This is an optimization exercise on Yosys and OpenROAD, whose aim is a short achievable clock period and few clock cycles per item, not a production implementation.
Only simulation tests tie the RTL to the original design; equivalence was not proved.
No driver is modelled on the clock port, so clock power and skew are understated where the tree is cut down; a real chip needs a root buffer or a tree.
Power and IR drop assume default switching activity.

==> run X <==
==> flow/design.v (excerpt) <==
module consolls_core (
    input  wire        clk,
    input  wire        rst,
    input  wire        step_valid,
    output wire        step_ready,
    output wire        done,
    output reg         halted,
    output reg  [2:0]  cause,
    output reg  [15:0] fault_ip,
    output reg  [15:0] info,
    output reg  [2:0]  info_n,
    output reg         mem_req,
    output reg         mem_we,
    output reg  [15:0] mem_addr,
    output reg  [7:0]  mem_wdata,
    input  wire        mem_ready,
    input  wire [7:0]  mem_rdata
);
    localparam [2:0] C_NONE  = 3'd0,
                     C_OOB   = 3'd1,
                     C_INVOP = 3'd2,
                     C_DIV0  = 3'd3,
                     C_SHIFT = 3'd4;
    localparam integer J_R0  = 0,  J_R1  = 1,  J_T   = 2,
                       J_F1L = 3,  J_F1H = 4,  J_F2L = 5,  J_F2H = 6,
                       J_F3L = 7,  J_F3H = 8,
                       J_XL  = 9,  J_XH  = 10, J_YL  = 11, J_YH  = 12,
                       J_PL  = 13, J_PH  = 14,
                       J_WIL = 15, J_WIH = 16, J_WRL = 17, J_WRH = 18;
    localparam integer NJ = 19;
    reg st_idle, st_run, st_done;
    reg clr;               
    assign step_ready = st_idle;
    assign done       = st_done;
    reg [NJ-1:0] iss;      
    reg [14:0]   vld;      
    reg [NJ-1:0] rone;     
    reg [14:0]   pone;     
    reg          pfwd;     
    reg          psel;     
    reg [15:0] ip;
    reg [7:0]  tag;
    reg [15:0] f1, f2, f3;
    reg [15:0] x, y, p;
    reg [15:0] fa;         
    reg clsv;
  ...
clock: 28.0 ns
lec_check: 0
cap_margin: 20
core_margin: 2
core_utilization: 40
slew_margin: 20
standard.sh (not shown) runs the stock make flow with config.mk's settings and CLKGATE_MAP_FILE= SYNTH_SCRIPT=/design/flow/synth_recipe.tcl, a recipe that flattens the netlist after the stock synthesis.
==> flow/flow/run.sh <==
#!/bin/bash
set -euo pipefail
bash standard.sh SETUP_SLACK_MARGIN=23 finish > standard_flow.log 2>&1
==> run Y: changes against run X <==
--- a/flow/design.v
+++ b/flow/design.v
@@ -136,11 +136,11 @@
     always @(*) begin
         need = 15'd0;
         rdy  = 15'd0;
         need[J_R0]  = 1'b1;               rdy[J_R0]  = 1'b1;
         need[J_R1]  = 1'b1;               rdy[J_R1]  = 1'b1;
-        need[J_T]   = 1'b1;               rdy[J_T]   = ipv;
+        need[J_T]   = 1'b1;               rdy[J_T]   = ipv & (ip[15:14] == 2'b00);
         need[J_F1L] = ~clsv | (~d_bad & d_w3);
         need[J_F1H] = ~clsv | (~d_bad & d_w3);
         need[J_F2L] = go & d_w5;
         need[J_F2H] = go & d_w5;
         need[J_F3L] = go & d_w7;
@@ -256,27 +256,31 @@
             end
             dec_ok = !stop && !dec_fail;
         end
     end
     reg        dv_busy, dv_done;
-    reg [3:0]  dv_cnt;
+    reg [2:0]  dv_cnt;
     reg [15:0] dv_q;       
     reg [15:0] dv_r;       
-    reg [17:0] dv_d3;      
-    wire [17:0] dv_R  = {dv_r, dv_q[15:14]};
-    wire [18:0] dv_t1 = {1'b0, dv_R} - {3'b0, y};
-    wire [18:0] dv_t2 = {1'b0, dv_R} - {2'b0, y, 1'b0};
-    wire [18:0] dv_t3 = {1'b0, dv_R} - {1'b0, dv_d3};
-    reg  [1:0]  dv_qd;
+    reg [19:0] dv_m [1:15];
+    wire [19:0] dv_R = {dv_r, dv_q[15:12]};
+    reg  [3:0]  dv_qd;
     reg  [15:0] dr_n;
+    reg  [20:0] dv_t;
+    integer m;
     always @(*) begin
-        if (!dv_t3[18])      begin dv_qd = 2'd3; dr_n = dv_t3[15:0]; end
-        else if (!dv_t2[18]) begin dv_qd = 2'd2; dr_n = dv_t2[15:0]; end
-        else if (!dv_t1[18]) begin dv_qd = 2'd1; dr_n = dv_t1[15:0]; end
-        else                 begin dv_qd = 2'd0; dr_n = dv_R[15:0];  end
+        dv_qd = 4'd0;
+        dr_n  = dv_R[15:0];
+        for (m = 1; m < 16; m = m + 1) begin
+            dv_t = {1'b0, dv_R} - {1'b0, dv_m[m]};
+            if (!dv_t[20]) begin
+                dv_qd = m[3:0];
+                dr_n  = dv_t[15:0];
+            end
+        end
     end
-    wire [15:0] dq_n = {dv_q[13:0], dv_qd};
+    wire [15:0] dq_n = {dv_q[11:0], dv_qd};
     reg [15:0] prod;
     reg        prodv;
     always @(posedge clk) begin
         prod  <= x * y;
         prodv <= xall & yall & ~clr;
@@ -466,10 +470,11 @@
         pfwd <= r_eff & (mem_addr[15:1] == 15'd0);
         psel <= mem_addr[0];
         if (clr) begin
             mem_we   <= 1'b0;
             mem_addr <= 16'd0;
+            mem_wdata <= 8'd0;
             rone     <= 19'd1;
             hnext    <= 1'b0;
             iss      <= 19'd1;
             vld      <= 15'd0;
             x        <= 16'd0;
@@ -511,19 +516,20 @@
             if (pone[J_PL])  p[7:0]   <= rbyte;
             if (pone[J_PH])  p[15:8]  <= rbyte;
             if (st_run && d_div && clsv && xall && yall && !dv_busy && !dv_done &&
                 y != 16'd0) begin
                 dv_busy <= 1'b1;
-                dv_cnt  <= d_wide ? 4'd8 : 4'd4;
+                dv_cnt  <= d_wide ? 3'd4 : 3'd2;
                 dv_q    <= d_wide ? x : {x[7:0], 8'd0};
                 dv_r    <= 16'd0;
-                dv_d3   <= {2'b0, y} + {1'b0, y, 1'b0};
+                for (m = 1; m < 16; m = m + 1)
+                    dv_m[m] <= y * m[3:0];
             end else if (dv_busy) begin
                 dv_q   <= dq_n;
                 dv_r   <= dr_n;
-                dv_cnt <= dv_cnt - 4'd1;
-                if (dv_cnt == 4'd1) begin
+                dv_cnt <= dv_cnt - 3'd1;
+                if (dv_cnt == 3'd1) begin
                     dv_busy <= 1'b0;
                     dv_done <= 1'b1;
                 end
             end
         end
==> flow/flow/run.sh (replaced) <==
#!/bin/bash
set -euo pipefail
bash standard.sh SETUP_SLACK_MARGIN=23 PRE_CTS_TCL="$PWD/flow/pre_cts.tcl" finish > standard_flow.log 2>&1
==> flow/flow/pre_cts.tcl (new file) <==
# Sourced by ORFS's CTS step before clock_tree_synthesis (PRE_CTS_TCL).
# Builds a two-level clock tree (four buffers at the clock port, each
# driving the buffers of its share of the flip-flop clusters) in place of
# TritonCTS's three-level H-tree, so the clock reaches every register
# sooner, and then makes the step's clock_tree_synthesis call a no-op.
source [file join [file dirname [info script]] pre_cts_tree.tcl]
set nsinks [llength [[[ord::get_db_block] findNet clk] getITerms]]
set nleaf [expr {max(4, int(round($nsinks / 16.0)))}]
my_cts $nleaf 4
set_propagated_clock [all_clocks]
rename clock_tree_synthesis tritoncts_unused
proc clock_tree_synthesis {args} { puts "clock tree built by pre_cts.tcl" }
==> flow/flow/pre_cts_tree.tcl (new file) <==
proc kmeans_cap {xs ys nclu slack} {
  set n [llength $xs]
  set order [lsort -integer -indices $xs]
  set cx {}; set cy {}
  for {set k 0} {$k < $nclu} {incr k} {
    set i [lindex $order [expr {int(($k + 0.5) * $n / $nclu)}]]
    lappend cx [lindex $xs $i]; lappend cy [lindex $ys $i]
  }
  set cap [expr {int(ceil($slack * $n / $nclu))}]
  for {set iter 0} {$iter < 30} {incr iter} {
    set cnt [lrepeat $nclu 0]
    set asg [lrepeat $n -1]
    set pairs {}
    for {set i 0} {$i < $n} {incr i} {
      set x [lindex $xs $i]; set y [lindex $ys $i]
      for {set k 0} {$k < $nclu} {incr k} {
        lappend pairs [list [expr {abs($x - [lindex $cx $k]) + abs($y - [lindex $cy $k])}] $i $k]
      }
    }
    foreach p [lsort -integer -index 0 $pairs] {
      lassign $p d i k
      if {[lindex $asg $i] >= 0} continue
      if {[lindex $cnt $k] >= $cap} continue
      lset asg $i $k
      lset cnt $k [expr {[lindex $cnt $k] + 1}]
    }
    set sx [lrepeat $nclu 0]; set sy [lrepeat $nclu 0]
    for {set i 0} {$i < $n} {incr i} {
      set k [lindex $asg $i]
      lset sx $k [expr {[lindex $sx $k] + [lindex $xs $i]}]
      lset sy $k [expr {[lindex $sy $k] + [lindex $ys $i]}]
    }
    for {set k 0} {$k < $nclu} {incr k} {
      set c [lindex $cnt $k]
      if {$c > 0} {
        lset cx $k [expr {[lindex $sx $k] / $c}]
        lset cy $k [expr {[lindex $sy $k] / $c}]
      }
    }
  }
  return [list $asg $cx $cy $cnt]
}

proc my_cts {nleaf nmid} {
  set block [ord::get_db_block]
  set db [ord::get_db]
  set clk [$block findNet clk]
  set master [$db findMaster sky130_fd_sc_hd__clkbuf_16]
  set sinks {}
  set xs {}
  set ys {}
  foreach it [$clk getITerms] {
    set inst [$it getInst]
    set bb [$inst getBBox]
    lappend sinks $it
    lappend xs [expr {([$bb xMin] + [$bb xMax]) / 2}]
    lappend ys [expr {([$bb yMin] + [$bb yMax]) / 2}]
  }
  set n [llength $sinks]
  lassign [kmeans_cap $xs $ys $nleaf 1.15] asg cx cy cnt
  lassign [kmeans_cap $cx $cy $nmid 1.0] masg mx my mcnt
  # the clock port drives nmid buffers, each at the centre of its leaves
  set mnets {}
  for {set m 0} {$m < $nmid} {incr m} {
    set b [odb::dbInst_create $block $master clkbuf_mid_$m]
    $b setLocation [expr {int([lindex $mx $m])}] [expr {int([lindex $my $m])}]
    $b setPlacementStatus PLACED
    set net [odb::dbNet_create $block clknet_mid_$m]
    $net setSigType CLOCK
    [$b findITerm A] connect $clk
    [$b findITerm X] connect $net
    lappend mnets $net
  }
  set lnets {}
  for {set k 0} {$k < $nleaf} {incr k} {
    set b [odb::dbInst_create $block $master clkbuf_leaf_$k]
    $b setLocation [expr {int([lindex $cx $k])}] [expr {int([lindex $cy $k])}]
    $b setPlacementStatus PLACED
    set net [odb::dbNet_create $block clknet_leaf_$k]
    $net setSigType CLOCK
    [$b findITerm A] connect [lindex $mnets [lindex $masg $k]]
    [$b findITerm X] connect $net
    lappend lnets $net
  }
  for {set i 0} {$i < $n} {incr i} {
    set it [lindex $sinks $i]
    $it disconnect
    $it connect [lindex $lnets [lindex $asg $i]]
  }
  puts "my_cts: $n sinks, $nleaf leaves of sizes $cnt, $nmid buffers at the port driving $mcnt leaves"
}
==> qor summary <==
Outcome: run X finished clean; run Y finished clean
Cell count after synthesis: run X 3,975; run Y 6,163
Number of synthesized register bits: run X 379; run Y 495
Area growth from synthesis to layout: run X 28.5%; run Y 19.4%
Final cell count without fillers: run X 5,295; run Y 8,049
Clock transition at the registers of the reported paths: run X 0.06 ns; run Y 0.08 ns
Post-Synth XOR/XNOR Area: run X 4.16%; run Y 5.95%
EDFF count, synth: run X 180; run Y 288
Mux share of post-synthesis cell area: run X 4.72%; run Y 2.47%
End of the worst register-to-register path: run X info[2]; run Y info[13]
Power drawn by the clock network: run X 615 µW; run Y 489 µW
Pleak: run X 15.5 nW; run Y 24.5 nW
Top FF cell, synth: run X sky130_fd_sc_hd__dfxtp_1; run Y sky130_fd_sc_hd__edfxtp_1
Initial antenna violation count: run X 2; run Y 9
Overall die width: run X 288 µm; run Y 360 µm
Insertion delay of the later-clocked pin in the worst-skew pair: run X 0.64 ns; run Y 0.43 ns
Post-Place Cells: run X 4,937; run Y 7,713
Highest attainable clock frequency: run X 145 MHz; run Y 152 MHz
Final HPWL from detailed placement: run X 106,000 µm; run Y 170,000 µm
Category of the worst setup path launch point: run X flop; run Y input port
Invs w/o clock: run X 268; run Y 568
Testbench counts of run X, summed over its fixed seeds: cycles 177,255, steps 9,600.
Testbench counts of run Y, summed over its fixed seeds: cycles 176,422, steps 9,600.
In run Y the design's own scripts or RTL, not TritonCTS, make the clock network.

-- afterwards: timing with drivers on the ports --
In the flow no input, the clock included, has a driving cell. The finished layouts below were timed again as built, in two steps. Step 1 sets driving cells, clkbuf_16 on the clock port and buf_2 on the other inputs (assumed; they add their load-dependent delay and slew). Step 2 moves the port delays by t, midway between the first and last clock arrival at a register: inputs arrive t later, outputs are due t later. That takes back most of the time a late clock gives input paths. a / b / c = ideal / step 1 / step 2; a / b = the first two.
| run | t (ns) | slack for setup (ns) | pins driven straight from the clock port |
|---|---|---|---|
| run X | 0.675 | 21.101 / 21.035 / 21.176 | 1 |
| run Y | 0.571 | 21.433 / 21.328 / 20.986 | 4 |
After both steps setup and hold are still met in every run listed. The setup slack of run Y, which loses most, moves by -0.105 ns with the drivers and by -0.447 ns with both steps.
